This design comes from an exercise in tuning for small area, a short achievable clock period and few clock cycles on the open sky130 flow, not from production work.
Where RTL was checked, it was by simulation tests only, not by an equivalence proof against the original.
For runs 5 to 7, only the layout was checked, not whether the RTL still works.
Power is estimated from default activity; no workload was simulated.

File: flow/config.mk
export PLATFORM = sky130hd
export DESIGN_NAME = brm_matcher
export DESIGN_NICKNAME = brm_matcher
export VERILOG_FILES = /design/flow/design.v
export SDC_FILE = /design/flow/constraint.sdc
export NUM_CORES = 4
export LEC_CHECK = 0
export CAP_MARGIN = 20
export CORE_MARGIN = 2
export CORE_UTILIZATION = 30
export CTS_CLUSTER_DIAMETER = 150
export CTS_CLUSTER_SIZE = 20
export SLEW_MARGIN = 20
File: flow/constraint.sdc
create_clock -name core_clock -period 12.0 [get_ports {clk}]
set_input_delay 2.4000 -clock core_clock [delete_from_list [all_inputs] [get_ports {clk}]]
set_output_delay 2.4000 -clock core_clock [all_outputs]
set_load 0.01 [all_outputs]
File: flow/design.v
module brm_matcher #(
    parameter M_MAX    = 32,
    parameter K_MAX    = 7,
    parameter BUF_BITS = 1024
) (
    input  wire        clk,
    input  wire        rst,           
    input  wire        cmd_valid,
    output wire        cmd_ready,
    input  wire        cmd_op,        
    input  wire [31:0] cmd_pat,       
    input  wire [6:0]  cmd_m,         
    input  wire [4:0]  cmd_k,         
    input  wire        cmd_so,        
    input  wire        cmd_ins,       
    input  wire        cmd_c,         
    output reg         res_valid,
    output wire [3:0]  res_err,       
    output wire [6:0]  res_level,     
    output wire [6:0]  res_min,       
    output reg         res_any        
);
    assign cmd_ready = 1'b1;
    reg        a_v, a_op;
    reg [31:0] a_pat;                 
    reg [5:0]  a_m;
    reg [2:0]  a_k;
    reg        a_ins;
    reg        a_badlen, a_badk;
    always @(posedge clk) begin
        a_v      <= cmd_valid & ~rst;
        a_op     <= cmd_op;
        a_pat    <= {cmd_pat[31:1], cmd_op ? cmd_c : cmd_pat[0]};
        a_m      <= cmd_m[5:0];
        a_k      <= cmd_k[2:0];
        a_ins    <= cmd_ins;
        a_badlen <= (cmd_m == 7'd0) || (cmd_m > 7'd32);
        a_badk   <= ({2'b00, cmd_k} >= cmd_m) || (cmd_k > 5'd7);
    end
    reg [31:0] pat;                   
    reg [3:0]  col [0:31];            
    reg [5:0]  am;
    reg [2:0]  ak;
    reg        ains;
    reg        mv;
    reg [10:0] pos;
    wire a_c     = a_pat[0];
    wire b_e1    = a_op ? ~mv : a_badlen;        
    wire b_e2    = a_op ? pos[10] : a_badk;      
    wire init_ok = a_v & ~a_op & ~a_badlen & ~a_badk;
    wire step_ok = a_v & a_op & mv & ~pos[10];
    wire [31:0] bc = a_c ? pat : ~pat;
    reg [31:0] row [0:7];
    integer i, j;
    always @(*) begin
        for (j = 0; j < 32; j = j + 1)
            for (i = 0; i < 8; i = i + 1)
                row[i][j] = (col[j] <= i);
    end
    reg [31:0] nrow [0:7];
    always @(*) begin
        nrow[0] = {row[0][30:0], 1'b1} & bc;
        for (i = 1; i < 8; i = i + 1)
            nrow[i] = ({row[i][30:0], 1'b1} & bc) | row[i-1]
                    | ({32{ains}} & {row[i-1][30:0] | nrow[i-1][30:0], 1'b1});
    end
    reg [3:0] ncol [0:31];
    reg [7:0] tc;
    always @(*) begin
        for (j = 0; j < 32; j = j + 1) begin
            for (i = 0; i < 8; i = i + 1)
                tc[i] = nrow[i][j];
            ncol[j] = {~tc[7], ~tc[3] & tc[7], (~tc[1] & tc[3]) | (~tc[5] & tc[7]),
                       (~tc[0] & tc[1]) | (~tc[2] & tc[3]) | (~tc[4] & tc[5]) | (~tc[6] & tc[7])};
        end
    end
    integer r;
    always @(posedge clk) begin
        if (init_ok) begin
            pat  <= a_pat;
            am   <= a_m;
            ak   <= a_k;
            ains <= a_ins;
            pos  <= 11'd0;
            for (r = 0; r < 32; r = r + 1)
                col[r] <= (r < 7) ? r + 1 : 8;       
        end else if (step_ok) begin
            pos <= pos + 11'd1;
            for (r = 0; r < 32; r = r + 1)
                col[r] <= ncol[r];
        end
        if (rst)
            mv <= 1'b0;
        else if (init_ok)
            mv <= 1'b1;
    end
    reg c_v, c_op, c_e1, c_e2;
    always @(posedge clk) begin
        c_v  <= a_v & ~rst;
        c_op <= a_op;
        c_e1 <= b_e1;
        c_e2 <= b_e2;
    end
    reg  [3:0] colr [0:31];
    integer q;
    always @(*) begin
        for (q = 0; q < 32; q = q + 1)
            colr[q] = col[(q + 31) % 32];
    end
    wire [3:0] ltop  = colr[am[4:0]];
    wire       match = ltop <= {1'b0, ak};
    reg       d_v, d_op, d_e1, d_e2;
    reg       d_match;
    reg [5:0] d_lvl;
    always @(posedge clk) begin
        d_v     <= c_v & ~rst;
        d_op    <= c_op;
        d_e1    <= c_e1;
        d_e2    <= c_e2;
        d_match <= match;
        d_lvl   <= match ? {3'b000, ltop[2:0]} : am;
    end
    wire d_err  = d_e1 | d_e2;
    wire d_init = d_v & ~d_op & ~d_err;
    wire d_step = d_v &  d_op & ~d_err;
    reg [5:0] lastlvl, minlvl;
    reg       e_hi, e_mid, e_lo;      
    always @(posedge clk) begin
        if (rst) begin
            res_valid <= 1'b0;
            lastlvl   <= 6'd0;
            minlvl    <= 6'd0;
            res_any   <= 1'b0;
        end else begin
            res_valid <= d_v;
            if (d_init) begin
                lastlvl <= d_lvl;
                minlvl  <= d_lvl;
                res_any <= 1'b0;
            end else if (d_step) begin
                lastlvl <= d_lvl;
                if (d_match && {3'b000, d_lvl[2:0]} < minlvl) minlvl <= d_lvl;
                if (d_match) res_any <= 1'b1;
            end
        end
        e_hi  <= d_op & d_err;
        e_mid <= ~d_op & d_err;
        e_lo  <= ~d_e1 & d_e2;
    end
    assign res_err   = {e_hi, e_mid, e_mid, e_lo};
    assign res_level = {1'b0, lastlvl};
    assign res_min   = {1'b0, minlvl};
endmodule
File: flow/flow/run.sh
#!/bin/bash
set -euo pipefail
bash standard.sh SETUP_SLACK_MARGIN=8.5 finish > standard_make.log 2>&1
File: flow/standard.sh
#!/bin/bash
# synth_recipe.tcl (not shown) runs the flow's synth.tcl, then flattens the netlist and writes it again
# the make line also repeats each setting of config.mk as NAME=value (left out here)
make -C /OpenROAD-flow-scripts/flow DESIGN_CONFIG=/design/flow/config.mk WORK_HOME=/design/flow/orfs CLKGATE_MAP_FILE= SYNTH_SCRIPT=/design/flow/synth_recipe.tcl "${@:-finish}"
==> impl_metrics.env, run 1 <==
export IMPL_fin_cells=3128
export IMPL_hold_start="c_op"
export IMPL_viasPerCell=6.162
export IMPL_grt_overflow_total=0
export IMPL_yosysTopAreaCell="dfxtp_1"
export IMPL_power_leakage_nw=7.031
export IMPL_met1_usage=0.2762
export IMPL_pwr_density_cell_mw_per_mm2=122.5
export IMPL_timing_rr_start="am[1]"
export IMPL_startpoint="am[1]"
export IMPL_critPathCaptureType="flop"
export IMPL_fin_util=0.3379
export IMPL_cts_buffers=17
export IMPL_drt_iter0_drc=2166
export IMPL_grt_start_max_net_pins=157
export IMPL_grt_pass1_wl_microns=103800
export IMPL_synth_top_area_frac=0.2399
export IMPL_chipWidth_microns=250.2
export IMPL_drive_gt1_frac=0.1032
export IMPL_setup_tns_ns=0
export IMPL_wl_microns=66720
export IMPL_period_share=0.2996
export IMPL_rsz0062_at_grt="true"
export IMPL_grt_pass1_vias=18250
export IMPL_cts_tree="done"
export IMPL_min_delay_path_class="flop to flop"
export IMPL_n_antenna_cell=0
export IMPL_grtUsageTotal=0.2018
export IMPL_firstDrtPassIters=6
export IMPL_synth_cell_types=97
export IMPL_nets=2398
export IMPL_yosysWarnings=6
export IMPL_wl_per_cell_microns=21.33
export IMPL_worst_slew_pin_slew_ns=1.059
export IMPL_synth_main_ff_cell="dfxtp_1"
export IMPL_rows=90
export IMPL_p_total_mw=2.489
export IMPL_start_kind="flop"
export IMPL_clkLatencyLatePin_ns=0.56
export IMPL_coreArea_sq_mm=0.06013
export IMPL_gp_congestion=0.9937
export IMPL_die_area_sq_mm=0.06262
export IMPL_dpl_cell_count=3053
export IMPL_fin_crit_ns=3.595
export IMPL_ant_nets=0
export IMPL_antenna_found_initial=0
export IMPL_root_buffer="clkbuf_16"
export IMPL_finClkSkew_ns=0.02294
export IMPL_drv_slew=0
export IMPL_timing_max_cap_violations=0
export IMPL_die_y_microns=250.2
export IMPL_vdd_drop_max_mv=0.08306
export IMPL_ioPinCount=72
export IMPL_status="timing/DRC/antenna clean"
export IMPL_worstPathArrival_ns=4.02
export IMPL_worst_setup_path_type="flop to flop"
export IMPL_synth_area_sq_mm=0.01819
export IMPL_port_buffers=67
export IMPL_synth_edff_count=42
export IMPL_finalHoldViolations=0
export IMPL_layout_common_cells="nor2_1, nand2_1, a21oi_1, dfxtp_1, o21ai_0"
export IMPL_start_util=0.3025
export IMPL_yosysSeqAreaShare=0.3092
export IMPL_synth_seq_cells=260
export IMPL_drc=0
export IMPL_max_freq_ghz=0.2782
export IMPL_crit_path_max_fanout=17
export IMPL_cts_sinks=260
export IMPL_async_reset_ff_frac=0
export IMPL_syn_area_per_cell_sq_um=7.564
export IMPL_nFillCells=6343
export IMPL_clockBufferDepth=3
export IMPL_gr_usage_met3=0.02619
export IMPL_dp_hpwl_microns=45490
export IMPL_final_common_cell="nor2_1"
export IMPL_critPathRequiredTime_ns=12.43
export IMPL_vias=19270
export IMPL_slew_headroom=0.2878
export IMPL_h_tree_depth=1
export IMPL_setup_viol=0
export IMPL_synthToLayoutAreaGrowth_pct=11.70
export IMPL_busiest_layer="met2"
export IMPL_grt_use_met2=0.3265
export IMPL_hold_ws_ns=0.3303
export IMPL_synthTopCellsByArea="dfxtp_1, edfxtp_1, a21oi_1"
export IMPL_synthCells=2405
export IMPL_clk_pin_slew_ns=0.08
==> cells by family after synthesis <==
| logic type | Yosys count | share of synthesized area |
|---|---|---|
| buffers and inverters | 246 | 0.05674 |
| other | 2 | 0.0004128 |
| adder cells (fa/ha/maj) | 11 | 0.007566 |
| XOR/XNOR | 69 | 0.03693 |
| flip-flops | 260 | 0.3092 |
| multiplexers | 32 | 0.01905 |
| AND/OR/NAND/NOR | 890 | 0.2440 |
| AO/OA/AOI/OAI | 895 | 0.3260 |
==> cell usage after synthesis (18+ instances only) <==
master	instances
nor2_1	242
dfxtp_1	218
nand2_1	211
a21oi_1	209
o21ai_0	196
clkbuf_1	183
nor3_1	81
nand3_1	68
a31oi_1	58
or3_1	45
edfxtp_1	42
o211ai_1	41
nor4_1	39
o21a_1	37
a211oi_1	36
a221oi_1	34
xnor2_1	34
a21o_1	32
xor2_1	29
o22ai_1	28
or2_2	26
inv_1	25
nand2b_1	25
or4_1	24
a22oi_1	23
a211o_1	21
and2_1	20
mux2i_1	20
nor2b_1	20
buf_1	18
==> through the flow <==
stage / instance area [sq um] / setup slack (ns)
after CTS: 20020 / 8.420
final: 20320 / 8.405
after global placement: 19070 / 7.564
after floorplan: 18200 / 8.520
after global routing: 20320 / 8.288
after detailed placement: 19070 / 7.626
==> final timing paths <==
kind              cells past startpoint        to  slack [ns]
setup / recovery                     13  d_lvl[2]        8.40
hold / removal                        0      d_op        0.33
setup reg to reg                     13  d_lvl[2]        8.40
hold reg to reg                       0      d_op        0.33
==> worst max-delay path: stages, from the launching register on <==
cell	delay (ns)
edfxtp_1	0.45
buf_12	0.19
and3b_2	0.22
buf_4	0.16
a22o_1	0.24
a222oi_1	0.46
nand2_1	0.18
o22ai_4	0.20
ha_1	0.28
a32oi_2	0.29
a31oi_1	0.07
o2111ai_1	0.14
o32a_4	0.24
mux2_2	0.34
==> per-layer routing <==
| layer | wire, microns | vias to the layer above | share of wire |
|---|---|---|---|
| met5 | 0 | - | 0 |
| met4 | 2022 | 0 | 0.030 |
| met3 | 5327 | 166 | 0.080 |
| met2 | 30440 | 908 | 0.46 |
| met1 | 28930 | 9277 | 0.43 |
| li1 | - | 8923 | - |
==> sequential cells by signal (all words and copies together), names as in the netlist, 3 cells and up <==
register / flops
ak: 3
a_m: 6
a_k: 3
am: 6
minlvl: 6
col: 128
a_pat: 32
pat: 32
d_lvl: 6
lastlvl: 6
pos: 11
==> power by group <==
group / internal [mW] / leakage (nW) / total (mW) / switching, mW
Sequential: 0.949 / 2.18 / 1.12 / 0.170
Clock: 0.271 / 0.238 / 0.618 / 0.347
Combinational: 0.293 / 4.61 / 0.751 / 0.458
==> cell type report <==
cell class	instances	area (sq um)	area share
inverter	26	100.1	0.004926
multi-input combinational	1900	11780	0.5798
timing repair buffer	131	1325	0.06521
tap	782	978.4	0.04815
clock buffer	25	455.4	0.02241
clock inverter	4	33.78	0.001663
sequential	260	5645	0.2778
==> repair_timing <==
item / 4_1_cts / 5_1_grt
gates resized for setup: 132 / 33
buffers inserted: 21 / 20
endpoints found under the setup margin: 51 / 23
gates cloned: 3 / 2
hold buffers: 0 / 0
pin swaps: 14 / 12
Testbench counts, summed over its fixed seeds: cycles 16,822.
==> run 2, diff against run 1 <==
==> flow/flow/run.sh (replaced) <==
#!/bin/bash
set -euo pipefail
rm -rf scripts_abc
cp -r "$FLOW_HOME/scripts" scripts_abc
cp flow/abc_map.script scripts_abc/abc_speed.script
bash standard.sh SCRIPTS_DIR="$PWD/scripts_abc" SETUP_SLACK_MARGIN=8.5 finish > standard_make.log 2>&1
==> flow/flow/abc_map.script (new file) <==
&get -n
&st
&synch2
&nf -p
&put
==> run 2 against run 1 <==
Count of clock-buffer cells in the layout grew 2. Flip-flop and latch count unchanged. Utilization is 2.1 points higher. Final cell count down 8.7%. Global-route usage fell by 0.75 points. Worst setup slack better by 0.12 ns. Cell area fell by 7.0%. Via count down 9.9%. Non-clock buffer count fell by 18.
==> impl_metrics.env, run 2 <==
export IMPL_fin_cells=2856
export IMPL_synthToLayoutAreaGrowth_pct=18.14
export IMPL_rsz0062_at_grt="true"
export IMPL_vdd_drop_max_mv=0.08182
export IMPL_setup_tns_ns=0
export IMPL_timing_rr_start="am[1]"
export IMPL_synth_cell_types=62
export IMPL_status="timing/DRC/antenna clean"
export IMPL_drc=0
export IMPL_vias=17360
export IMPL_synthCells=2034
export IMPL_nets=2221
export IMPL_viasPerCell=6.079
export IMPL_clk_pin_slew_ns=0.08
export IMPL_cts_sinks=260
export IMPL_setup_viol=0
export IMPL_worstPathArrival_ns=3.87
export IMPL_rrSetupSlack_ns=8.53
export IMPL_cts_tree="done"
export IMPL_die_area_sq_mm=0.05519
export IMPL_synth_edff_count=42
export IMPL_grt_pass1_wl_microns=90000
export IMPL_yosysMostFrequentCell="a21oi_1"
export IMPL_worst_slew_pin_slew_ns=1.025
export IMPL_stdcell_area_sq_mm=0.01890
export IMPL_ioPinCount=72
export IMPL_worst_setup_path_type="flop to flop"
export IMPL_largest_register_ffs=128
export IMPL_drv_slew=0
export IMPL_power_leakage_nw=6.422
export IMPL_period_share=0.2894
export IMPL_synth_common_cells="a21oi_1, dfxtp_1, nor2_1"
export IMPL_layout_common_cells="a21oi_1, nor2_1, dfxtp_1, nand2_1, o21ai_0"
export IMPL_min_delay_path_class="flop to flop"
export IMPL_cts_buffers=16
export IMPL_gp_congestion=0.9545
export IMPL_max_freq_ghz=0.2879
export IMPL_clockBufferDepth=3
export IMPL_grt_overflow_total=0
export IMPL_firstDrtPassIters=5
export IMPL_nFillCells=5502
export IMPL_hold_end="d_e2"
export IMPL_critPathRequiredTime_ns=12.39
export IMPL_final_common_cell="a21oi_1"
export IMPL_chipWidth_microns=234.9
export IMPL_synth_area_sq_mm=0.01600
export IMPL_max_flop_register="col"
export IMPL_n_antenna_cell=0
export IMPL_finalHoldViolations=0
export IMPL_wl_per_cell_microns=19.68
export IMPL_die_y_microns=234.9
export IMPL_start_util=0.3038
export IMPL_fin_crit_ns=3.473
export IMPL_clkLatencyLatePin_ns=0.53
export IMPL_drt_iter0_drc=1929
export IMPL_pwr_density_cell_mw_per_mm2=126.0
export IMPL_worstHoldPathCells=0
export IMPL_h_tree_depth=1
export IMPL_crit_path_max_fanout=10
export IMPL_reg2regPathDepth=13
export IMPL_grt_start_max_net_pins=136
export IMPL_yosysTopAreaCell="dfxtp_1"
export IMPL_reg_top3="col (128), a_pat (32), pat (32)"
export IMPL_syn_area_per_cell_sq_um=7.866
export IMPL_p_total_mw=2.382
export IMPL_grtUsageTotal=0.1943
export IMPL_antenna_found_initial=0
export IMPL_slew_headroom=0.3165
export IMPL_coreArea_sq_mm=0.05266
export IMPL_dpl_cell_count=2791
export IMPL_drive_gt1_frac=0.08487
export IMPL_hold_start="c_e2"
export IMPL_dp_hpwl_microns=39190
export IMPL_timing_max_cap_violations=0
export IMPL_root_buffer="clkbuf_16"
export IMPL_synthTopCellsByArea="dfxtp_1, a21oi_1, edfxtp_1"
export IMPL_critPathCaptureType="flop"
export IMPL_yosysSeqAreaShare=0.3516
export IMPL_rows=84
export IMPL_port_buffers=67
export IMPL_wl_microns=56190
export IMPL_ant_nets=0
export IMPL_dpl_cell_area_sq_mm=0.01769
export IMPL_finClkSkew_ns=0.03734
export IMPL_reg2reg_to="d_lvl[1]"
export IMPL_start_kind="flop"
export IMPL_synth_seq_cells=260
export IMPL_yosysWarnings=6
export IMPL_async_reset_ff_frac=0
export IMPL_grt_pass1_vias=16510
export IMPL_synth_top_area_frac=0.2728
export IMPL_synth_main_ff_cell="dfxtp_1"
run 2: changes by cell type in the layout (fill, tap and decap cells not counted), moves of 17 or more:
cell | previous run | this run
nor2_1 | 241 | 212
or2_2 | 26 | 0
inv_1 | 24 | 0
a221oi_1 | 34 | 17
a31o_1 | 0 | 27
or3_1 | 45 | 24
nor3_1 | 81 | 52
clkinv_1 | 0 | 23
a211oi_1 | 34 | 79
and2_1 | 18 | 1
a31oi_1 | 57 | 30
a21oi_1 | 206 | 242
run 2: where the power goes:
part           total (mW)  leakage [nW]  internal [mW]  switching (mW)
Sequential           1.09          2.18          0.950           0.144
Clock               0.572         0.221          0.266           0.307
Combinational       0.715          4.02          0.271           0.444
run 2: worst max path at each step:
| stage | start | endpoint | slack, ns |
|---|---|---|---|
| final | am[1] | d_lvl[1] | 8.53 |
| after global routing | a_pat[0] | col[20][0] | 8.35 |
| after CTS | am[2] | d_lvl[1] | 8.49 |
| after detailed placement | am[0] | d_lvl[1] | 7.48 |
| after global placement | am[3] | d_lvl[1] | 7.50 |
| after floorplan | ains | col[21][2] | 5.87 |
run 2: area by class of cell:
cell class                      instances  area (sq um)  area share
Multi-Input combinational cell       1741         10710      0.5665
Sequential cell                       260          5647      0.2987
Timing Repair Buffer                  113          1099     0.05812
Tap cell                              688         860.8     0.04554
Clock buffer                           27         462.9     0.02449
Inverter                               27         125.1    0.006619
run 2: cells by family after synthesis:
kind of cell	Yosys count	synth area share
other cells	2	0.0004694
xor+xnor	68	0.03723
compound gates	916	0.3682
buf+inv	34	0.009619
mux	14	0.009072
simple gates	729	0.2152
flops	260	0.3516
fa+ha+maj	11	0.008602
run 2: repair_timing:
| action | 4_1_cts | 5_1_grt |
|---|---|---|
| pin swaps | 8 | 21 |
| endpoints found under the setup margin | 102 | 50 |
| gates cloned | 0 | 0 |
| setup buffers | 20 | 18 |
| hold buffers | 0 | 0 |
| gates resized for setup | 109 | 63 |
run 2: through the flow:
step           hold slack, ns  utilization  setup slack (ns)
2_1_floorplan          0.3096            -             5.866
3_3_place_gp           0.3124       0.3360             7.502
3_5_place_dp           0.3135       0.3360             7.480
4_1_cts                0.3320       0.3518             8.491
5_1_grt                0.3430       0.3590             8.347
6_report               0.3312       0.3590             8.527
run 2: worst max-delay path, stage by stage (launching register included):
cell and delay, ns:
edfxtp_1 0.42, buf_12 0.18, and2_1 0.20, a22oi_1 0.37
o21ai_0 0.15, a221oi_1 0.26, nand4_1 0.22, nor4_4 0.29
a21oi_1 0.17, ha_1 0.35, a21oi_2 0.18, a31oi_2 0.07
nor2_2 0.18, mux2_1 0.34
run 2: per-layer routing:
layer / part of all wire / up-vias / routed length (microns) / track usage
li1: - / 8226 / - / -
met1: 0.45 / 8391 / 25370 / 0.2649
met2: 0.46 / 653 / 26000 / 0.3239
met3: 0.062 / 92 / 3508 / 0.02314
met4: 0.024 / 0 / 1323 / 0.05178
met5: 0 / - / 0 / 0
==> run 3, diff against run 2 <==
==> flow/flow/abc_map.script (replaced) <==
&get -n
&st
&dc2
&synch2
&nf -p
&put
==> run 3 against run 2 <==
Via count grew 1.9%. Synthesized cell count grew 1.1%. Utilization shrank 0.66 points. Still clean. Critical path type is now flop to output pin. Critical endpoint is now res_level[4].
==> impl_metrics.env, run 3 <==
export IMPL_wl_microns=59440
export IMPL_final_common_cell="o21ai_0"
export IMPL_synthToLayoutAreaGrowth_pct=15.53
export IMPL_postCtsHoldBufs=0
export IMPL_cp_slowest_cell="dfxtp_1"
export IMPL_yosysMostFrequentCell="nor2_1"
export IMPL_antenna_found_initial=0
export IMPL_setup_viol=0
export IMPL_finClkSkew_ns=0.03356
export IMPL_ant_nets=0
export IMPL_swShare=0.3818
export IMPL_root_buffer="clkbuf_16"
export IMPL_clkLatencyLatePin_ns=0.54
export IMPL_drc=0
export IMPL_coreArea_sq_mm=0.05276
export IMPL_layout_common_cells="o21ai_0, nor2_1, a21oi_1, dfxtp_1, nand2_1"
export IMPL_yosysSeqAreaShare=0.3496
export IMPL_drv_slew=0
export IMPL_critPathRequiredTime_ns=9.60
export IMPL_synthTopCellsByArea="dfxtp_1, o21ai_0, edfxtp_1"
export IMPL_largest_register_ffs=128
export IMPL_viasPerCell=6.162
export IMPL_yosysWarnings=6
export IMPL_async_reset_ff_frac=0
export IMPL_status="timing/DRC/antenna clean"
export IMPL_cts_buffers=16
export IMPL_synth_main_ff_cell="dfxtp_1"
export IMPL_power_leakage_nw=6.333
export IMPL_clockBufferDepth=3
export IMPL_synth_seq_cells=260
export IMPL_finalHoldViolations=0
export IMPL_timing_max_cap_violations=0
export IMPL_p_seq_frac=0.466
export IMPL_rsz0062_at_grt="false"
export IMPL_rows=84
export IMPL_synth_top_area_frac=0.2712
export IMPL_max_stage_delay_ns=0.33
export IMPL_start_kind="flop"
export IMPL_clockPowerShare=0.246
export IMPL_p_total_mw=2.375
export IMPL_port_buffers=67
export IMPL_cts_tree="done"
export IMPL_nets=2236
export IMPL_worst_setup_path_type="flop to output pin"
export IMPL_drt_iter0_drc=1846
export IMPL_cp_buffers_inverters=1
export IMPL_worstPathArrival_ns=1.06
export IMPL_synth_common_cells="nor2_1, o21ai_0, a21oi_1"
export IMPL_n_antenna_cell=0
export IMPL_vdd_drop_max_mv=0.1113
export IMPL_firstDrtPassIters=6
export IMPL_wl_per_cell_microns=20.71
export IMPL_gp_congestion=0.9427
export IMPL_yosysTopAreaCell="dfxtp_1"
export IMPL_drive_gt1_frac=0.06416
export IMPL_ioPinCount=72
export IMPL_syn_area_per_cell_sq_um=7.823
export IMPL_p_comb_frac=0.288
export IMPL_min_delay_path_class="flop to flop"
export IMPL_grt_start_max_net_pins=114
export IMPL_reg_top3="col (128), a_pat (32), pat (32)"
export IMPL_max_freq_ghz=0.2888
export IMPL_p_switching_mw=0.9065
export IMPL_synthCells=2057
export IMPL_start_util=0.3050
export IMPL_setup_tns_ns=0
export IMPL_clk_pin_slew_ns=0.08
export IMPL_pwr_density_cell_mw_per_mm2=127.7
export IMPL_grt_pass1_vias=16550
export IMPL_grt_pass1_wl_microns=93500
export IMPL_max_flop_register="col"
export IMPL_path_cells="clkdlybuf4s15_2"
export IMPL_fin_crit_ns=3.463
export IMPL_grtUsageTotal=0.2045
export IMPL_internal_power_mw=1.468
export IMPL_h_tree_depth=1
export IMPL_worst_slew_pin_slew_ns=0.9245
export IMPL_dp_hpwl_microns=42290
export IMPL_cts_sinks=260
export IMPL_die_area_sq_mm=0.05551
export IMPL_critPathTopFamily="flip-flops"
export IMPL_crit_path_max_fanout=2
export IMPL_synth_cell_types=65
export IMPL_die_y_microns=235.6
export IMPL_vias=17690
export IMPL_chipWidth_microns=235.6
export IMPL_grt_overflow_total=0
export IMPL_period_share=0.2886
export IMPL_synth_area_sq_mm=0.01609
export IMPL_slew_headroom=0.3837
export IMPL_critPathCaptureType="output pin"
export IMPL_synth_edff_count=42
run 3: cell types whose count changed after synthesis, moves of 23 or more:
cell      previous run  this run
a31o_1              27         1
a31oi_1             31        54
o21ai_0            190       254
nor2_1             214       264
a211oi_1            85        31
nand2_1            204       152
a211o_1              9        40
run 3: kinds of logic (layout without fill, tap and decap cells):
logic type                 count (synthesis)  count (layout)  synth area share
buffers and inverters                     31             155          0.008864
xor gates and xnor gates                  64              64           0.03483
AOI/OAI and AO/OA                        920             920            0.3614
adders and majority gates                 11              11          0.008552
muxes                                     11              11          0.007231
and+or+nand+nor                          758             758            0.2291
DFF                                      260             260            0.3496
other                                      2               3         0.0004667
run 3: cell type report:
cell class | count | area (sq um)
Clock buffer | 26 | 459.2
Fill cell | 5579 | 34170
Inverter | 24 | 92.59
Multi-Input combinational cell | 1767 | 10570
Sequential cell | 260 | 5648
Tap cell | 688 | 860.8
Timing Repair Buffer | 105 | 964.7
run 3: metal layers:
layer  part of all wire  wire [microns]  GRT usage  up-vias
li1                   -               -          -     8256
met1               0.44           26310     0.2802     8367
met2               0.45           26620     0.3282      918
met3              0.072            4303    0.02099      145
met4              0.037            2211    0.08415        0
met5                  0               0          0        -
run 3: power by group through the flow:
stage / clock network [mW] / logic [mW] / registers [mW]
floorplan: 0 / 0.490 / 1.06
detailed placement: 0 / 0.646 / 1.12
global route: 0.631 / 0.757 / 1.12
global placement: 0 / 0.644 / 1.12
CTS: 0.602 / 0.658 / 1.10
finish: 0.584 / 0.684 / 1.11
run 3: path summary, 6_finish.rpt:
kind                    from            to  slack [ns]  cells after the start
setup reg to reg    a_pat[0]    col[27][2]        8.57                      9
hold / removal          c_e1          d_e1        0.33                      0
setup / recovery  lastlvl[4]  res_level[4]        8.54                      1
hold reg to reg         c_e1          d_e1        0.33                      0
run 3: what timing repair did:
item	CTS	global route
gates resized for setup	79	51
pin swaps	3	1
buffers inserted	10	16
setup endpoints to repair	102	77
cloned	0	0
run 3: metrics by stage:
stage,util,instance area (sq um),hold slack (ns),setup WS (ns),std cells
2_1_floorplan,-,16120,0.3096,5.857,2058
3_3_place_gp,0.3357,17710,0.3152,7.697,2818
3_5_place_dp,0.3357,17710,0.3121,7.682,2818
4_1_cts,0.3482,18370,0.3305,8.482,2854
5_1_grt,0.3524,18590,0.3336,8.497,2870
6_report,0.3524,18590,0.3305,8.537,2870
==> run 4, diff against run 3 <==
==> flow/flow/run.sh (replaced) <==
#!/bin/bash
set -euo pipefail
rm -rf scripts_abc
cp -r "$FLOW_HOME/scripts" scripts_abc
cp flow/abc_map.script scripts_abc/abc_speed.script
bash standard.sh SCRIPTS_DIR="$PWD/scripts_abc" SETUP_SLACK_MARGIN=8.6 finish > standard_make.log 2>&1
--- a/flow/config.mk
+++ b/flow/config.mk
@@ -9,3 +9,3 @@
 export CORE_MARGIN = 2
-export CORE_UTILIZATION = 30
+export CORE_UTILIZATION = 55
 export CTS_CLUSTER_DIAMETER = 150
==> run 4 against run 3 <==
Largest cell class unchanged. Synthesized cell count is the same. Largest power group unchanged. Cell area fell by 0.85%. Count of clock-buffer cells in the layout unchanged. Critical path type unchanged.
==> impl_metrics.env, run 4 <==
export IMPL_startpoint="minlvl[2]"
export IMPL_cp_endpoint="res_min[2]"
export IMPL_clockBufferDepth=3
export IMPL_yosysWarnings=6
export IMPL_reg2regPathDepth=10
export IMPL_slew_headroom=0.3002
export IMPL_rrSetupSlack_ns=8.63
export IMPL_timing_max_cap_violations=0
export IMPL_grt_start_max_net_pins=121
export IMPL_fin_util=0.6405
export IMPL_cts_sinks=260
export IMPL_critPathCaptureType="output pin"
export IMPL_async_reset_ff_frac=0
export IMPL_synthTopCellsByArea="dfxtp_1, o21ai_0, edfxtp_1"
export IMPL_rows=62
export IMPL_drive_gt1_frac=0.07573
export IMPL_timing_rr_start="a_pat[0]"
export IMPL_power_leakage_nw=6.420
export IMPL_chipWidth_microns=175.1
export IMPL_synth_common_cells="nor2_1, o21ai_0, a21oi_1"
export IMPL_coreArea_sq_mm=0.02878
export IMPL_cts_tree="done"
export IMPL_setup_tns_ns=0
export IMPL_fin_cells=2576
export IMPL_drv_slew=0
export IMPL_largest_register_ffs=128
export IMPL_finClkSkew_ns=0.02083
export IMPL_cp_depth=1
export IMPL_die_y_microns=175.1
export IMPL_crit_path_max_fanout=2
export IMPL_fin_ws_ns=8.621
export IMPL_clk_pin_slew_ns=0.08
export IMPL_synth_edff_count=42
export IMPL_seqCellArea_sq_mm=0.005648
export IMPL_cp_buffers_inverters=1
export IMPL_wl_per_cell_microns=21.80
export IMPL_setup_viol=0
export IMPL_reg2reg_to="col[8][2]"
export IMPL_synth_cell_types=65
export IMPL_wl_microns=56150
export IMPL_synth_area_sq_mm=0.01609
export IMPL_yosysMostFrequentCell="nor2_1"
export IMPL_hold_ws_ns=0.3318
export IMPL_reg_top3="col (128), a_pat (32), pat (32)"
export IMPL_rsz0062_at_grt="true"
export IMPL_ant_nets=0
export IMPL_viasPerCell=6.955
export IMPL_critPathTopFamily="flip-flops"
export IMPL_root_buffer="clkbuf_16"
export IMPL_critPathRequiredTime_ns=9.60
export IMPL_postCtsHoldBufs=0
export IMPL_nets=2246
export IMPL_path_cells="buf_6"
export IMPL_die_area_sq_mm=0.03064
export IMPL_worst_slew_pin_slew_ns=1.040
export IMPL_vdd_drop_max_mv=0.1465
export IMPL_n_antenna_cell=0
export IMPL_antenna_found_initial=1
export IMPL_synth_seq_cells=260
export IMPL_cp_slowest_cell="dfxtp_2"
export IMPL_yosysTopAreaCell="dfxtp_1"
export IMPL_pwr_density_cell_mw_per_mm2=127.8
export IMPL_status="timing/DRC/antenna clean"
export IMPL_synth_top_area_frac=0.2712
export IMPL_worstPathArrival_ns=0.98
export IMPL_multiInputGateArea_sq_mm=0.01073
export IMPL_cts_buffers=16
export IMPL_finalHoldViolations=0
export IMPL_fin_crit_ns=3.379
export IMPL_start_util=0.5592
export IMPL_nFillCells=2586
export IMPL_grt_overflow_total=0
export IMPL_dp_hpwl_microns=39310
export IMPL_synthToLayoutAreaGrowth_pct=14.54
export IMPL_port_buffers=67
export IMPL_start_kind="flop"
export IMPL_synthCells=2057
export IMPL_synth_main_ff_cell="dfxtp_1"
export IMPL_vias=17920
export IMPL_clkLatencyLatePin_ns=0.53
export IMPL_layout_common_cells="o21ai_0, nor2_1, a21oi_1, dfxtp_1, nand2_1"
export IMPL_grtUsageTotal=0.3569
export IMPL_yosysSeqAreaShare=0.3496
export IMPL_period_share=0.2816
export IMPL_grt_pass1_vias=16840
export IMPL_max_flop_register="col"
export IMPL_max_freq_ghz=0.2960
export IMPL_gp_congestion=0.9765
export IMPL_firstDrtPassIters=6
export IMPL_grt_pass1_wl_microns=89870
export IMPL_drc=0
export IMPL_final_common_cell="o21ai_0"
export IMPL_dpl_cell_count=2513
export IMPL_max_stage_delay_ns=0.36
export IMPL_ioPinCount=72
export IMPL_drt_iter0_drc=2527
export IMPL_dpl_worst_slack_ns=7.916
export IMPL_syn_area_per_cell_sq_um=7.823
export IMPL_worst_setup_path_type="flop to output pin"
export IMPL_h_tree_depth=1
export IMPL_min_delay_path_class="flop to flop"
-- run 4: worst min-delay path by stage --
stage,startpoint,to,depth (start not counted)
final,c_op,d_op,0
after global routing,c_e2,d_e2,0
after CTS,c_op,d_op,0
after detailed placement,c_e2,d_e2,0
after global placement,c_op,d_op,0
after floorplan,c_e1,d_e1,0
-- run 4: repair_timing --
action / in CTS / in global routing
buffers inserted: 22 / 15
gates resized for setup: 132 / 41
pin swaps: 1 / 5
gates cloned: 0 / 0
endpoints found under the hold margin: 0 / 0
setup endpoints to repair: 73 / 35
-- run 4: logic make-up (layout without fill, tap and decap cells) --
group                      Yosys count  after routing  synth area share
DFF                                260            260            0.3496
xor gates and xnor gates            64             64           0.03483
other                                2              3         0.0004667
muxes                               11             11          0.007231
adders and majority gates           11             11          0.008552
buffers and inverters               31            165          0.008864
and+or+nand+nor                    758            758            0.2291
AOI/OAI and AO/OA                  920            920            0.3614
-- run 4: where the power goes --
group	total, mW	switching [mW]	leakage, nW	internal (mW)
logic	0.682	0.427	4.01	0.254
clock network	0.568	0.304	0.220	0.264
registers	1.11	0.154	2.18	0.951
-- run 4: worst reg2reg max path, cell delays in order (launching register included) --
cell and delay (ns):
dfxtp_4 0.37, buf_4 0.16, buf_6 0.37, xor2_1 0.36
nor2_1 0.15, o41ai_2 0.44, nor4b_1 0.41, o211ai_1 0.26
o41a_1 0.42, o211ai_1 0.20, a21oi_1 0.08
-- run 4: layer usage --
| metal | vias to the layer above | part of all wire | global-route usage | routed length (microns) |
|---|---|---|---|---|
| met2 | 1016 | 0.44 | 0.5649 | 24830 |
| met3 | 141 | 0.098 | 0.05809 | 5522 |
| met5 | - | 0 | 0 | 0 |
| met4 | 0 | 0.038 | 0.1378 | 2129 |
| li1 | 8259 | - | - | - |
| met1 | 8501 | 0.42 | 0.4888 | 23670 |
-- run 4: stage by stage --
step | instance area, sq um | total power [mW]
after global placement | 17360 | 1.750
after floorplan | 16150 | 1.550
after global routing | 18430 | 2.477
after detailed placement | 17360 | 1.758
after CTS | 18090 | 2.328
final | 18430 | 2.355
-- run 4: final cells by class --
class | instances | share of cell area
clock buffer | 26 | 0.02491
timing repair buffer | 115 | 0.05505
tap | 384 | 0.02607
multi-input combinational | 1767 | 0.5823
inverter | 24 | 0.005295
sequential | 260 | 0.3064
==> run 5, diff against run 4 <==
--- a/flow/design.v
+++ b/flow/design.v
@@ -40,3 +40,3 @@
     reg [31:0] pat;                   
-    reg [3:0]  col [0:31];            
+    reg [31:0] row [0:7];             
     reg [5:0]  am;
@@ -52,10 +52,4 @@
     wire [31:0] bc = a_c ? pat : ~pat;
-    reg [31:0] row [0:7];
-    integer i, j;
-    always @(*) begin
-        for (j = 0; j < 32; j = j + 1)
-            for (i = 0; i < 8; i = i + 1)
-                row[i][j] = (col[j] <= i);
-    end
     reg [31:0] nrow [0:7];
+    integer i;
     always @(*) begin
@@ -65,12 +59,2 @@
                     | ({32{ains}} & {row[i-1][30:0] | nrow[i-1][30:0], 1'b1});
-    end
-    reg [3:0] ncol [0:31];
-    reg [7:0] tc;
-    always @(*) begin
-        for (j = 0; j < 32; j = j + 1) begin
-            for (i = 0; i < 8; i = i + 1)
-                tc[i] = nrow[i][j];
-            ncol[j] = {~tc[7], ~tc[3] & tc[7], (~tc[1] & tc[3]) | (~tc[5] & tc[7]),
-                       (~tc[0] & tc[1]) | (~tc[2] & tc[3]) | (~tc[4] & tc[5]) | (~tc[6] & tc[7])};
-        end
     end
@@ -84,8 +68,8 @@
             pos  <= 11'd0;
-            for (r = 0; r < 32; r = r + 1)
-                col[r] <= (r < 7) ? r + 1 : 8;       
+            for (r = 0; r < 8; r = r + 1)
+                row[r] <= (32'd1 << r) - 32'd1;
         end else if (step_ok) begin
             pos <= pos + 11'd1;
-            for (r = 0; r < 32; r = r + 1)
-                col[r] <= ncol[r];
+            for (r = 0; r < 8; r = r + 1)
+                row[r] <= nrow[r];
         end
@@ -103,24 +87,21 @@
     end
-    reg  [3:0] colr [0:31];
-    integer q;
+    wire c_err  = c_e1 | c_e2;
+    wire c_init = c_v & ~c_op & ~c_err;
+    wire c_step = c_v &  c_op & ~c_err;
+    wire [4:0] top_idx = am[4:0] - 5'd1;
+    reg  [7:0] top;
+    integer t;
     always @(*) begin
-        for (q = 0; q < 32; q = q + 1)
-            colr[q] = col[(q + 31) % 32];
+        for (t = 0; t < 8; t = t + 1)
+            top[t] = row[t][top_idx] && (t <= ak);
     end
-    wire [3:0] ltop  = colr[am[4:0]];
-    wire       match = ltop <= {1'b0, ak};
-    reg       d_v, d_op, d_e1, d_e2;
-    reg       d_match;
-    reg [5:0] d_lvl;
-    always @(posedge clk) begin
-        d_v     <= c_v & ~rst;
-        d_op    <= c_op;
-        d_e1    <= c_e1;
-        d_e2    <= c_e2;
-        d_match <= match;
-        d_lvl   <= match ? {3'b000, ltop[2:0]} : am;
+    wire match = row[ak][top_idx];
+    reg [2:0] pe;
+    integer l;
+    always @(*) begin
+        pe = 3'd7;
+        for (l = 7; l >= 0; l = l - 1)
+            if (top[l]) pe = l[2:0];
     end
-    wire d_err  = d_e1 | d_e2;
-    wire d_init = d_v & ~d_op & ~d_err;
-    wire d_step = d_v &  d_op & ~d_err;
+    wire [5:0] lvl = match ? {3'b000, pe} : am;
     reg [5:0] lastlvl, minlvl;
@@ -134,16 +115,16 @@
         end else begin
-            res_valid <= d_v;
-            if (d_init) begin
-                lastlvl <= d_lvl;
-                minlvl  <= d_lvl;
+            res_valid <= c_v;
+            if (c_init) begin
+                lastlvl <= am;
+                minlvl  <= am;
                 res_any <= 1'b0;
-            end else if (d_step) begin
-                lastlvl <= d_lvl;
-                if (d_match && {3'b000, d_lvl[2:0]} < minlvl) minlvl <= d_lvl;
-                if (d_match) res_any <= 1'b1;
+            end else if (c_step) begin
+                lastlvl <= lvl;
+                if (lvl < minlvl) minlvl <= lvl;
+                if (match) res_any <= 1'b1;
             end
         end
-        e_hi  <= d_op & d_err;
-        e_mid <= ~d_op & d_err;
-        e_lo  <= ~d_e1 & d_e2;
+        e_hi  <= c_op & c_err;
+        e_mid <= ~c_op & c_err;
+        e_lo  <= ~c_e1 & c_e2;
     end
==> flow/run.sh (new file) <==
#!/bin/bash
# synth_recipe.tcl (not shown) runs the flow's synth.tcl, then flattens the netlist and writes it again
# the make line also repeats each setting of config.mk as NAME=value (left out here)
make -C /OpenROAD-flow-scripts/flow DESIGN_CONFIG=/design/flow/config.mk WORK_HOME=/design/flow/orfs CLKGATE_MAP_FILE= SYNTH_SCRIPT=/design/flow/synth_recipe.tcl finish
--- a/flow/config.mk
+++ b/flow/config.mk
@@ -9,5 +9,3 @@
 export CORE_MARGIN = 2
-export CORE_UTILIZATION = 55
-export CTS_CLUSTER_DIAMETER = 150
-export CTS_CLUSTER_SIZE = 20
+export CORE_UTILIZATION = 30
 export SLEW_MARGIN = 20
removed: flow/flow/run.sh
removed: flow/flow/abc_map.script
removed: flow/standard.sh
==> run 5 against run 4 <==
Routed wire length grew 19%. Via count grew 4.8%. Total power grew 46%. Flip-flop and latch count grew 117. Cell area grew 25%. Clock power grew to 2.7 times the previous value.
==> impl_metrics.env, run 5 <==
export IMPL_layout_common_cells="dfxtp_1, a21oi_1, nor2_1, o21ai_0, nand2_1"
export IMPL_nets=2265
export IMPL_drt_iter0_drc=1998
export IMPL_yosysTopAreaCell="dfxtp_1"
export IMPL_yosysMostFrequentCell="dfxtp_1"
export IMPL_synth_cell_types=74
export IMPL_fin_crit_ns=6.153
export IMPL_cts_buffers=44
export IMPL_grt_overflow_total=0
export IMPL_worst_setup_path_type="flop to flop"
export IMPL_rsz0062_at_grt="false"
export IMPL_grt_pass1_vias=17810
export IMPL_min_delay_path_class="flop to flop"
export IMPL_grt_pass1_wl_microns=105100
export IMPL_cts_sinks=377
export IMPL_ioPinCount=72
export IMPL_drive_gt1_frac=0.1019
export IMPL_vias=18790
export IMPL_p_total_mw=3.435
export IMPL_clkLatencyLatePin_ns=0.59
export IMPL_wl_per_cell_microns=21.54
export IMPL_start_kind="flop"
export IMPL_synthCells=2236
export IMPL_power_leakage_nw=7.986
export IMPL_synth_seq_cells=377
export IMPL_dp_hpwl_microns=43210
export IMPL_async_reset_ff_frac=0
export IMPL_synth_area_sq_mm=0.02014
export IMPL_drc=0
export IMPL_wl_met3_microns=5392
export IMPL_slew_headroom=0.2688
export IMPL_synth_main_ff_cell="dfxtp_1"
export IMPL_die_area_sq_mm=0.06921
export IMPL_yosysWarnings=3
export IMPL_stdcell_area_sq_mm=0.02307
export IMPL_wl_met2_microns=30190
export IMPL_crit_path_max_fanout=39
export IMPL_ctsResizeCount=0
export IMPL_setup_viol=0
export IMPL_postCtsHoldBufs=0
export IMPL_worstPathArrival_ns=6.61
export IMPL_final_common_cell="dfxtp_1"
export IMPL_synth_edff_count=42
export IMPL_critPathCaptureType="flop"
export IMPL_finalHoldViolations=0
export IMPL_coreArea_sq_mm=0.06610
export IMPL_grt_start_max_net_pins=150
export IMPL_dpl_cell_area_sq_mm=0.02141
export IMPL_synthToLayoutAreaGrowth_pct=14.55
export IMPL_status="timing/DRC/antenna clean"
export IMPL_vdd_drop_max_mv=0.09494
export IMPL_firstDrtPassIters=6
export IMPL_viasPerCell=6.058
export IMPL_die_y_microns=263.1
export IMPL_finClkSkew_ns=0.02327
export IMPL_max_freq_ghz=0.1625
export IMPL_highest_layer="met4"
export IMPL_root_buffer="clkbuf_16"
export IMPL_yosysSeqAreaShare=0.3957
export IMPL_period_share=0.5127
export IMPL_reg_top3="row (256), a_pat (32), pat (32)"
export IMPL_n_antenna_cell=0
export IMPL_drv_slew=0
export IMPL_ant_nets=0
export IMPL_worst_slew_pin_slew_ns=1.089
export IMPL_cts_tree="done"
export IMPL_synth_top_area_frac=0.3330
export IMPL_pwr_density_cell_mw_per_mm2=148.9
export IMPL_wl_microns=66800
export IMPL_max_flop_register="row"
export IMPL_gp_congestion=0.9032
export IMPL_timing_max_cap_violations=0
export IMPL_port_buffers=67
export IMPL_post_cts_buffers=0
export IMPL_rows=94
export IMPL_synthTopCellsByArea="dfxtp_1, mux4_2, a21oi_1"
export IMPL_start_util=0.3046
export IMPL_largest_register_ffs=256
export IMPL_antenna_found_initial=0
export IMPL_setup_tns_ns=0
export IMPL_syn_area_per_cell_sq_um=9.006
export IMPL_critPathRequiredTime_ns=12.46
export IMPL_grtUsageTotal=0.1859
export IMPL_synth_common_cells="dfxtp_1, a21oi_1, nor2_1"
export IMPL_h_tree_depth=2
export IMPL_clockBufferDepth=3
export IMPL_clk_pin_slew_ns=0.06
export IMPL_chipWidth_microns=263.1
export IMPL_wl_met1_microns=28100
[run 5: cell count changes after synthesis, sizes merged, moves of 30 or more]
cell,previous run,this run
clkbuf,0,126
o21ai,254,184
a22oi,48,18
buf,7,49
a31oi,54,24
mux4,0,72
a211oi,31,128
dfxtp,218,335
a221oi,20,71
nor2,264,211
[run 5: cell families (layout without fill, tap and decap cells)]
kind of cell    count (synthesis)  after routing  share of synthesized area
compound gates                865            865                     0.2807
simple gates                  595            595                     0.1396
flops                         377            377                     0.3957
buf+inv                       204            204                    0.04238
mux                           133            133                     0.1129
xor+xnor                       48             48                    0.02088
fa+ha+maj                      12             12                   0.007456
other cells                     2              3                  0.0003729
[run 5: through the flow]
step,hold slack (ns),worst slack [ns],utilization,std cells
2_1_floorplan,0.3855,6.930,-,2237
3_3_place_gp,0.3861,5.976,0.3239,3020
3_5_place_dp,0.3887,5.950,0.3239,3020
5_1_grt,0.4069,5.464,0.3490,3101
6_report,0.4005,5.847,0.3490,3101
4_1_cts,0.4020,5.898,0.3490,3101
[run 5: worst max-delay path, stage by stage (launching register included)]
cell      delay (ns)
edfxtp_1        0.32
buf_4           0.28
inv_2           0.18
ha_2            0.99
buf_4           0.57
mux4_2          0.44
mux4_2          0.51
o211ai_1        0.40
nand2b_1        0.24
nand2_1         0.18
nor2_1          0.14
ha_1            0.25
a21oi_1         0.14
o22ai_1         0.08
o21ai_0         0.22
nand4b_1        0.20
a311oi_4        0.46
nor2_2          0.11
o41ai_1         0.31
[run 5: metal layers]
| layer | track usage | vias to the layer above |
|---|---|---|
| li1 | - | 8491 |
| met4 | 0.08371 | 0 |
| met5 | 0 | - |
| met1 | 0.2462 | 9115 |
| met3 | 0.03713 | 209 |
| met2 | 0.2921 | 970 |
[run 5: power breakdown]
part	total (mW)	internal, mW	switching [mW]
logic	0.394	0.197	0.197
clock network	1.52	0.952	0.568
registers	1.52	1.37	0.151
total	3.43	2.52	0.916
[run 5: final cells by class]
type	instances	area, sq um
Clock buffer	56	1282
Clock inverter	25	374.1
Fill cell	6636	43030
Inverter	29	113.9
Multi-Input combinational cell	1656	11350
Sequential cell	377	7969
Tap cell	864	1081
Timing Repair Buffer	94	898.4
[run 5: worst paths after layout]
check / start / endpoint / slack [ns] / cells after the start
worst max register to register: am[0] / minlvl[3] / 5.85 / 18
worst min-delay path: a_pat[8] / pat[8] / 0.40 / 0
worst max-delay path: am[0] / minlvl[3] / 5.85 / 18
worst min register to register: a_pat[8] / pat[8] / 0.40 / 0
==> run 6, diff against run 5 <==
--- a/flow/design.v
+++ b/flow/design.v
@@ -41,3 +41,3 @@
     reg [31:0] row [0:7];             
-    reg [5:0]  am;
+    reg [4:0]  idx;                   
     reg [2:0]  ak;
@@ -64,3 +64,3 @@
             pat  <= a_pat;
-            am   <= a_m;
+            idx  <= a_m[4:0] - 5'd1;
             ak   <= a_k;
@@ -80,2 +80,3 @@
     end
+    reg [5:0] lastlvl, minlvl;
     reg c_v, c_op, c_e1, c_e2;
@@ -90,3 +91,3 @@
     wire c_step = c_v &  c_op & ~c_err;
-    wire [4:0] top_idx = am[4:0] - 5'd1;
+    wire [5:0] am = {1'b0, idx} + 6'd1;
     reg  [7:0] top;
@@ -95,14 +96,14 @@
         for (t = 0; t < 8; t = t + 1)
-            top[t] = row[t][top_idx] && (t <= ak);
+            top[t] = row[t][idx];
     end
-    wire match = row[ak][top_idx];
-    reg [2:0] pe;
-    integer l;
+    wire match = top[ak];
+    wire [2:0] pe = {~top[3], (~top[1] & top[3]) | ~top[5],
+                     (~top[0] & top[1]) | (~top[2] & top[3]) | (~top[4] & top[5]) | ~top[6]};
+    reg lt;
+    integer g;
     always @(*) begin
-        pe = 3'd7;
-        for (l = 7; l >= 0; l = l - 1)
-            if (top[l]) pe = l[2:0];
+        lt = 1'b0;
+        for (g = 0; g < 8; g = g + 1)
+            if (top[g] && minlvl > g) lt = 1'b1;
     end
-    wire [5:0] lvl = match ? {3'b000, pe} : am;
-    reg [5:0] lastlvl, minlvl;
     reg       e_hi, e_mid, e_lo;      
@@ -121,4 +122,4 @@
             end else if (c_step) begin
-                lastlvl <= lvl;
-                if (lvl < minlvl) minlvl <= lvl;
+                lastlvl <= match ? {3'b000, pe} : am;
+                if (match && lt) minlvl <= {3'b000, pe};
                 if (match) res_any <= 1'b1;
==> run 6 against run 5 <==
Routed wire length down 16%. Sequential power down 3%. Largest cell class unchanged. Utilization down 0.59 points. Still clean. Maximum frequency up 32%. Critical endpoint is now lastlvl[0]. Clock skew up 0.011 ns. Register-to-register slack better by 1.5 ns. Largest power group unchanged. Clock power down 11%. Via count down 8.9%. Hold slack better by 0.00083 ns. Global-route usage down 1.7 points.
==> impl_metrics.env, run 6 <==
export IMPL_finalHoldViolations=0
export IMPL_cts_sinks=375
export IMPL_syn_area_per_cell_sq_um=8.731
export IMPL_vdd_drop_max_mv=0.09022
export IMPL_status="timing/DRC/antenna clean"
export IMPL_p_comb_frac=0.127
export IMPL_rsz0062_at_grt="false"
export IMPL_final_common_cell="dfxtp_1"
export IMPL_drv_slew=0
export IMPL_synthTopCellsByArea="dfxtp_1, a21oi_1, edfxtp_1"
export IMPL_clkLatencyLatePin_ns=0.59
export IMPL_crit_path_max_fanout=41
export IMPL_largest_register_ffs=256
export IMPL_synth_common_cells="dfxtp_1, a21oi_1, o21ai_0"
export IMPL_synth_area_sq_mm=0.01901
export IMPL_fin_ws_ns=7.339
export IMPL_drt_iter0_drc=1774
export IMPL_synth_edff_count=41
export IMPL_cts_tree="done"
export IMPL_yosysWarnings=3
export IMPL_path_cells="buf_4 -> buf_4 -> and3b_1 -> a22oi_1 -> a32oi_1 -> nand3_1 -> mux4_2 -> a2bb2oi_4 -> and2_1 -> a221oi_2"
export IMPL_fin_crit_ns=4.661
export IMPL_die_y_microns=255.7
export IMPL_synth_top_area_frac=0.3518
export IMPL_pwr_density_cell_mw_per_mm2=149.6
export IMPL_wl_microns=56380
export IMPL_nets=2172
export IMPL_timing_max_cap_violations=0
export IMPL_dpl_cell_area_sq_mm=0.02003
export IMPL_rows=92
export IMPL_rrSetupSlack_ns=7.34
export IMPL_synth_main_ff_cell="dfxtp_1"
export IMPL_stdcell_area_sq_mm=0.02156
export IMPL_worstHoldPathCells=0
export IMPL_dpl_worst_slack_ns=7.403
export IMPL_synth_cell_types=70
export IMPL_layout_common_cells="dfxtp_1, a21oi_1, o21ai_0, nor2_1, nand2_1"
export IMPL_clk_pin_slew_ns=0.06
export IMPL_viasPerCell=5.715
export IMPL_vias=17120
export IMPL_max_flop_register="row"
export IMPL_setup_viol=0
export IMPL_critPathMostFrequentCell="buf_4"
export IMPL_cp_slowest_cell="buf_4"
export IMPL_power_leakage_nw=8.085
export IMPL_gp_congestion=0.9013
export IMPL_postCtsHoldBufs=0
export IMPL_grt_pass1_vias=16020
export IMPL_worst_slew_pin_slew_ns=1.131
export IMPL_max_stage_delay_ns=0.72
export IMPL_critPathTopFamily="simple AND/OR/NAND/NOR gates"
export IMPL_nFillCells=6452
export IMPL_die_area_sq_mm=0.06539
export IMPL_yosysMostFrequentCell="dfxtp_1"
export IMPL_synthToLayoutAreaGrowth_pct=13.45
export IMPL_start_util=0.3024
export IMPL_worstPathArrival_ns=5.10
export IMPL_grt_start_max_net_pins=169
export IMPL_worst_setup_path_type="flop to flop"
export IMPL_grt_overflow_total=0
export IMPL_clockBufferDepth=3
export IMPL_root_buffer="clkbuf_16"
export IMPL_coreArea_sq_mm=0.06285
export IMPL_dp_hpwl_microns=36590
export IMPL_critPathCaptureType="flop"
export IMPL_h_tree_depth=2
export IMPL_cp_buffers_inverters=2
export IMPL_reg2regPathDepth=10
export IMPL_start_kind="flop"
export IMPL_post_cts_buffers=0
export IMPL_antenna_found_initial=2
export IMPL_period_share=0.3884
export IMPL_swShare=0.2727
export IMPL_synthCells=2177
export IMPL_firstDrtPassIters=6
export IMPL_hold_end="pat[3]"
export IMPL_wl_per_cell_microns=18.82
export IMPL_cts_buffers=44
export IMPL_internal_power_mw=2.347
export IMPL_hold_start="a_pat[3]"
export IMPL_ant_nets=0
export IMPL_reg_top3="row (256), a_pat (32), pat (32)"
export IMPL_timing_rr_start="idx[0]"
export IMPL_ioPinCount=72
export IMPL_grt_pass1_wl_microns=91610
export IMPL_max_freq_ghz=0.2145
export IMPL_drc=0
export IMPL_reg2reg_to="lastlvl[0]"
export IMPL_min_delay_path_class="flop to flop"
export IMPL_yosysSeqAreaShare=0.4166
export IMPL_port_buffers=67
export IMPL_critPathRequiredTime_ns=12.43
export IMPL_p_seq_frac=0.455
export IMPL_drive_gt1_frac=0.08380
export IMPL_ctsResizeCount=0
export IMPL_yosysTopAreaCell="dfxtp_1"
export IMPL_finClkSkew_ns=0.03407
export IMPL_grtUsageTotal=0.1686
export IMPL_slew_headroom=0.2408
export IMPL_clockPowerShare=0.418
export IMPL_p_switching_mw=0.8797
export IMPL_synth_seq_cells=375
export IMPL_chipWidth_microns=255.7
export IMPL_async_reset_ff_frac=0
export IMPL_setup_tns_ns=0
[run 6: kinds of logic after synthesis]
logic type / Yosys count / share of synthesized area
and+or+nand+nor: 556 / 0.1354
other: 2 / 0.0003951
DFF: 375 / 0.4166
xor gates and xnor gates: 45 / 0.02074
buffers and inverters: 216 / 0.04963
muxes: 112 / 0.08426
AOI/OAI and AO/OA: 863 / 0.2877
adders and majority gates: 8 / 0.005266
[run 6: layout make-up]
cell class                      instances  area, sq um  area share
Multi-Input combinational cell       1587        10220      0.4742
Sequential cell                       375         7919      0.3672
Clock buffer                           64         1297     0.06017
Tap cell                              846         1059     0.04909
Timing Repair Buffer                   85        818.3     0.03795
Clock inverter                         17        160.2    0.007427
Inverter                               20        80.08    0.003714
Antenna cell                            2        5.005   0.0002321
[run 6: power by group through the flow]
| stage | clock (mW) | combinational, mW | sequential [mW] |
|---|---|---|---|
| finish | 1.35 | 0.409 | 1.47 |
| global route | 1.43 | 0.459 | 1.48 |
| CTS | 1.38 | 0.405 | 1.46 |
| detailed placement | 0 | 0.401 | 1.49 |
| global placement | 0 | 0.391 | 1.49 |
| floorplan | 0 | 0.307 | 1.45 |
[run 6: stage by stage]
stage	hold WS [ns]	total power, mW	util	std cells
3_3_place_gp	0.3900	1.878	0.3186	2912
4_1_cts	0.4034	3.251	0.3418	2993
3_5_place_dp	0.3887	1.892	0.3186	2912
5_1_grt	0.4091	3.372	0.3430	2995
6_report	0.4013	3.226	0.3431	2996
2_1_floorplan	0.3855	1.760	-	2178
[run 6: per-layer routing]
layer	wire length (microns)	global-route usage
met4	1299	0.04938
met2	24510	0.2459
met3	4006	0.03466
met1	26530	0.2484
met5	39	0
[run 6: worst max-delay path by stage]
stage                   from  slack [ns]          to  cells past startpoint
global route          idx[0]        7.03  lastlvl[0]                     10
detailed placement    idx[0]        7.40  lastlvl[0]                     10
CTS                   idx[0]        7.42  lastlvl[0]                     10
global placement      idx[0]        7.53  lastlvl[0]                     10
finish                idx[0]        7.34  lastlvl[0]                     10
floorplan           cmd_k[0]        8.52      a_badk                      9
==> run 7, diff against run 6 <==
==> flow/flow/run.sh (new file) <==
#!/bin/bash
set -euo pipefail
bash standard.sh SETUP_SLACK_MARGIN=8.5 finish > standard_make.log 2>&1
==> flow/standard.sh (new file) <==
#!/bin/bash
# synth_recipe.tcl (not shown) runs the flow's synth.tcl, then flattens the netlist and writes it again
# the make line also repeats each setting of config.mk as NAME=value (left out here)
make -C /OpenROAD-flow-scripts/flow DESIGN_CONFIG=/design/flow/config.mk WORK_HOME=/design/flow/orfs CLKGATE_MAP_FILE= SYNTH_SCRIPT=/design/flow/synth_recipe.tcl "${@:-finish}"
removed: flow/run.sh
==> run 7 against run 6 <==
Still clean on timing, DRC and antenna. Non-clock buffer count increased by 15. Clock power about the same. Global-route usage increased by 0.27 points. Sequential share of layout area decreased by 0.51 points. Die area unchanged. Hold slack about the same. Synthesized cell count unchanged. Count of clock-buffer cells in the layout unchanged. Flip-flop and latch count unchanged. Routed wire length increased by 2.3%. Critical path type is now flop to output pin. Critical endpoint is now res_min[0].
==> impl_metrics.env, run 7 <==
export IMPL_yosysSeqAreaShare=0.4166
export IMPL_ant_nets=0
export IMPL_seqCellArea_sq_mm=0.007939
export IMPL_grt_pass1_vias=16070
export IMPL_rows=92
export IMPL_wl_per_cell_microns=19.16
export IMPL_gp_congestion=0.9013
export IMPL_cts_sinks=375
export IMPL_synth_cell_types=70
export IMPL_coreArea_sq_mm=0.06285
export IMPL_h_tree_depth=2
export IMPL_p_seq_frac=0.453
export IMPL_reg_top3="row (256), a_pat (32), pat (32)"
export IMPL_slew_headroom=0.2228
export IMPL_die_area_sq_mm=0.06539
export IMPL_syn_area_per_cell_sq_um=8.731
export IMPL_largest_register_ffs=256
export IMPL_synth_main_ff_cell="dfxtp_1"
export IMPL_critPathTopFamily="flip-flops"
export IMPL_max_stage_delay_ns=0.39
export IMPL_yosysWarnings=3
export IMPL_dp_hpwl_microns=36590
export IMPL_min_delay_path_class="flop to flop"
export IMPL_synth_common_cells="dfxtp_1, a21oi_1, o21ai_0"
export IMPL_finClkSkew_ns=0.02929
export IMPL_max_freq_ghz=0.2886
export IMPL_swShare=0.2741
export IMPL_grtUsageTotal=0.1713
export IMPL_dpl_worst_slack_ns=7.403
export IMPL_synth_seq_cells=375
export IMPL_synth_edff_count=41
export IMPL_cp_buffers_inverters=1
export IMPL_p_comb_frac=0.128
export IMPL_drv_slew=0
export IMPL_synthToLayoutAreaGrowth_pct=15.34
export IMPL_drc=0
export IMPL_rrSetupSlack_ns=8.55
export IMPL_firstDrtPassIters=6
export IMPL_synth_area_sq_mm=0.01901
export IMPL_multiInputGateArea_sq_mm=0.01037
export IMPL_status="timing/DRC/antenna clean"
export IMPL_start_kind="flop"
export IMPL_async_reset_ff_frac=0
export IMPL_clk_pin_slew_ns=0.06
export IMPL_vias=17290
export IMPL_clkLatencyLatePin_ns=0.59
export IMPL_grt_start_max_net_pins=169
export IMPL_finalHoldViolations=0
export IMPL_drt_iter0_drc=1798
export IMPL_nets=2188
export IMPL_crit_path_max_fanout=6
export IMPL_critPathCaptureType="output pin"
export IMPL_synthTopCellsByArea="dfxtp_1, a21oi_1, edfxtp_1"
export IMPL_synthCells=2177
export IMPL_root_buffer="clkbuf_16"
export IMPL_rsz0062_at_grt="true"
export IMPL_viasPerCell=5.743
export IMPL_grt_overflow_total=0
export IMPL_setup_viol=0
export IMPL_antenna_found_initial=2
export IMPL_cp_slowest_cell="dfxtp_4"
export IMPL_yosysMostFrequentCell="dfxtp_1"
export IMPL_fin_crit_ns=3.465
export IMPL_drive_gt1_frac=0.1137
export IMPL_chipWidth_microns=255.7
export IMPL_cts_tree="done"
export IMPL_ioPinCount=72
export IMPL_cts_buffers=44
export IMPL_worst_setup_path_type="flop to output pin"
export IMPL_worstPathArrival_ns=1.07
export IMPL_die_y_microns=255.7
export IMPL_yosysTopAreaCell="dfxtp_1"
export IMPL_grt_pass1_wl_microns=92720
export IMPL_clockPowerShare=0.419
export IMPL_nFillCells=6433
export IMPL_critPathRequiredTime_ns=9.60
export IMPL_synth_top_area_frac=0.3518
export IMPL_path_cells="buf_6"
export IMPL_max_flop_register="row"
export IMPL_p_switching_mw=0.8864
export IMPL_setup_tns_ns=0
export IMPL_vdd_drop_max_mv=0.09017
export IMPL_clockBufferDepth=3
export IMPL_wl_microns=57680
export IMPL_internal_power_mw=2.348
export IMPL_port_buffers=67
export IMPL_final_common_cell="dfxtp_1"
export IMPL_layout_common_cells="dfxtp_1, a21oi_1, o21ai_0, nor2_1, nand2_1"
export IMPL_timing_max_cap_violations=0
export IMPL_fin_ws_ns=8.535
export IMPL_power_leakage_nw=8.331
export IMPL_start_util=0.3024
export IMPL_period_share=0.2888
export IMPL_worst_slew_pin_slew_ns=1.157
export IMPL_pwr_density_cell_mw_per_mm2=147.5
==> run 7: cell counts after synthesis <==
Identical to the previous run, type by type.
==> run 7: worst paths after layout <==
| path | cells after the start | startpoint | endpoint |
|---|---|---|---|
| max | 1 | minlvl[0] | res_min[0] |
| min | 0 | a_pat[3] | pat[3] |
| max reg2reg | 9 | a_pat[0] | row[7][26] |
| min reg2reg | 0 | a_pat[3] | pat[3] |
==> run 7: cell families (layout without fill, tap and decap cells) <==
kind of cell	count (synthesis)	count (layout)	share of synthesized area
AOI/OAI and AO/OA	863	864	0.2877
xor gates and xnor gates	45	45	0.02074
adders and majority gates	8	8	0.005266
buffers and inverters	216	201	0.04963
DFF	375	375	0.4166
muxes	112	112	0.08426
other	2	4	0.0003951
and+or+nand+nor	556	556	0.1354
==> run 7: area by class of cell <==
type | count | share of cell area
Multi-Input combinational cell | 1588 | 0.4732
Sequential cell | 375 | 0.3621
Clock buffer | 64 | 0.05919
Tap cell | 846 | 0.04829
Timing Repair Buffer | 100 | 0.04594
Clock inverter | 17 | 0.007306
Inverter | 20 | 0.003824
Antenna cell | 1 | 0.0001141
==> run 7: per-layer routing <==
| metal | wire [microns] | vias to the layer above | global-route usage |
|---|---|---|---|
| met5 | 18 | - | 0 |
| met4 | 1242 | 2 | 0.04873 |
| met3 | 4092 | 78 | 0.03516 |
| met2 | 25200 | 644 | 0.2505 |
| met1 | 27130 | 8453 | 0.2525 |
| li1 | - | 8114 | - |
==> run 7: power groups by stage <==
| stage | sequential (mW) | combinational (mW) | clock [mW] |
|---|---|---|---|
| after floorplan | 1.45 | 0.307 | 0 |
| after global placement | 1.49 | 0.391 | 0 |
| after detailed placement | 1.49 | 0.401 | 0 |
| after CTS | 1.46 | 0.405 | 1.38 |
| after global routing | 1.48 | 0.463 | 1.44 |
| final | 1.47 | 0.414 | 1.35 |
==> run 7: timing repair <==
item                                    CTS  global route
endpoints found under the setup margin   33           139
resized for setup                       104            30
pin swaps                                 2             5
hold buffers                              0             0
gates cloned                              3             1
setup buffers                             5             7
==> run 7: metrics by stage <==
step / util / instance area (sq um) / cells / hold slack, ns / total power, mW
finish: 0.3488 / 21920 / 3011 / 0.4016 / 3.234
global route: 0.3488 / 21920 / 3011 / 0.4091 / 3.378
CTS: 0.3437 / 21600 / 3001 / 0.4034 / 3.251
detailed placement: 0.3186 / 20030 / 2912 / 0.3887 / 1.892
floorplan: - / 19010 / 2178 / 0.3855 / 1.760
global placement: 0.3186 / 20030 / 2912 / 0.3900 / 1.878

## separate check: timing with driven ports
The flow's constraints put no driver on any port. The routed layouts listed below were extracted and timed again, unchanged, in two steps.
Step 1: set_driving_cell puts a clkbuf_16 on clk and a buf_2 on each other input, an assumption about the parent block.
Step 2, shift: input delay + t, output delay - t, t = (earliest + latest rising clock arrival at the registers) / 2. This alone moves slack from input paths to output paths.
a / b / c = ideal ports / drivers / drivers and shift; a / b = the first two.
run	shift t [ns]	setup WS [ns]	hold WS [ns]	worst register clock-pin slew, ns	worst data-port slew with drivers (ns)
run 1	0.607	8.405 / 8.405 / 8.055	0.330 / 0.330 / 0.330	0.10 / 0.10	0.06
run 2	0.570	8.527 / 8.479 / 8.084	0.331 / 0.331 / 0.331	0.10 / 0.10	0.04
run 3	0.577	8.537 / 8.479 / 8.077	0.330 / 0.330 / 0.330	0.10 / 0.10	0.05
run 4	0.575	8.621 / 8.565 / 8.140	0.332 / 0.332 / 0.332	0.10 / 0.10	0.05
run 5	0.631	5.847 / 5.847 / 5.847	0.400 / 0.400 / 0.400	0.07 / 0.07	0.05
run 6	0.639	7.339 / 7.339 / 7.339	0.401 / 0.401 / 0.401	0.06 / 0.06	0.07
run 7	0.641	8.535 / 8.471 / 7.984	0.402 / 0.402 / 0.402	0.06 / 0.06	0.07
After both steps every run listed still meets setup and hold. For run 7, which loses most, drivers alone change the setup slack by -0.064 ns; drivers and shift together by -0.551 ns.
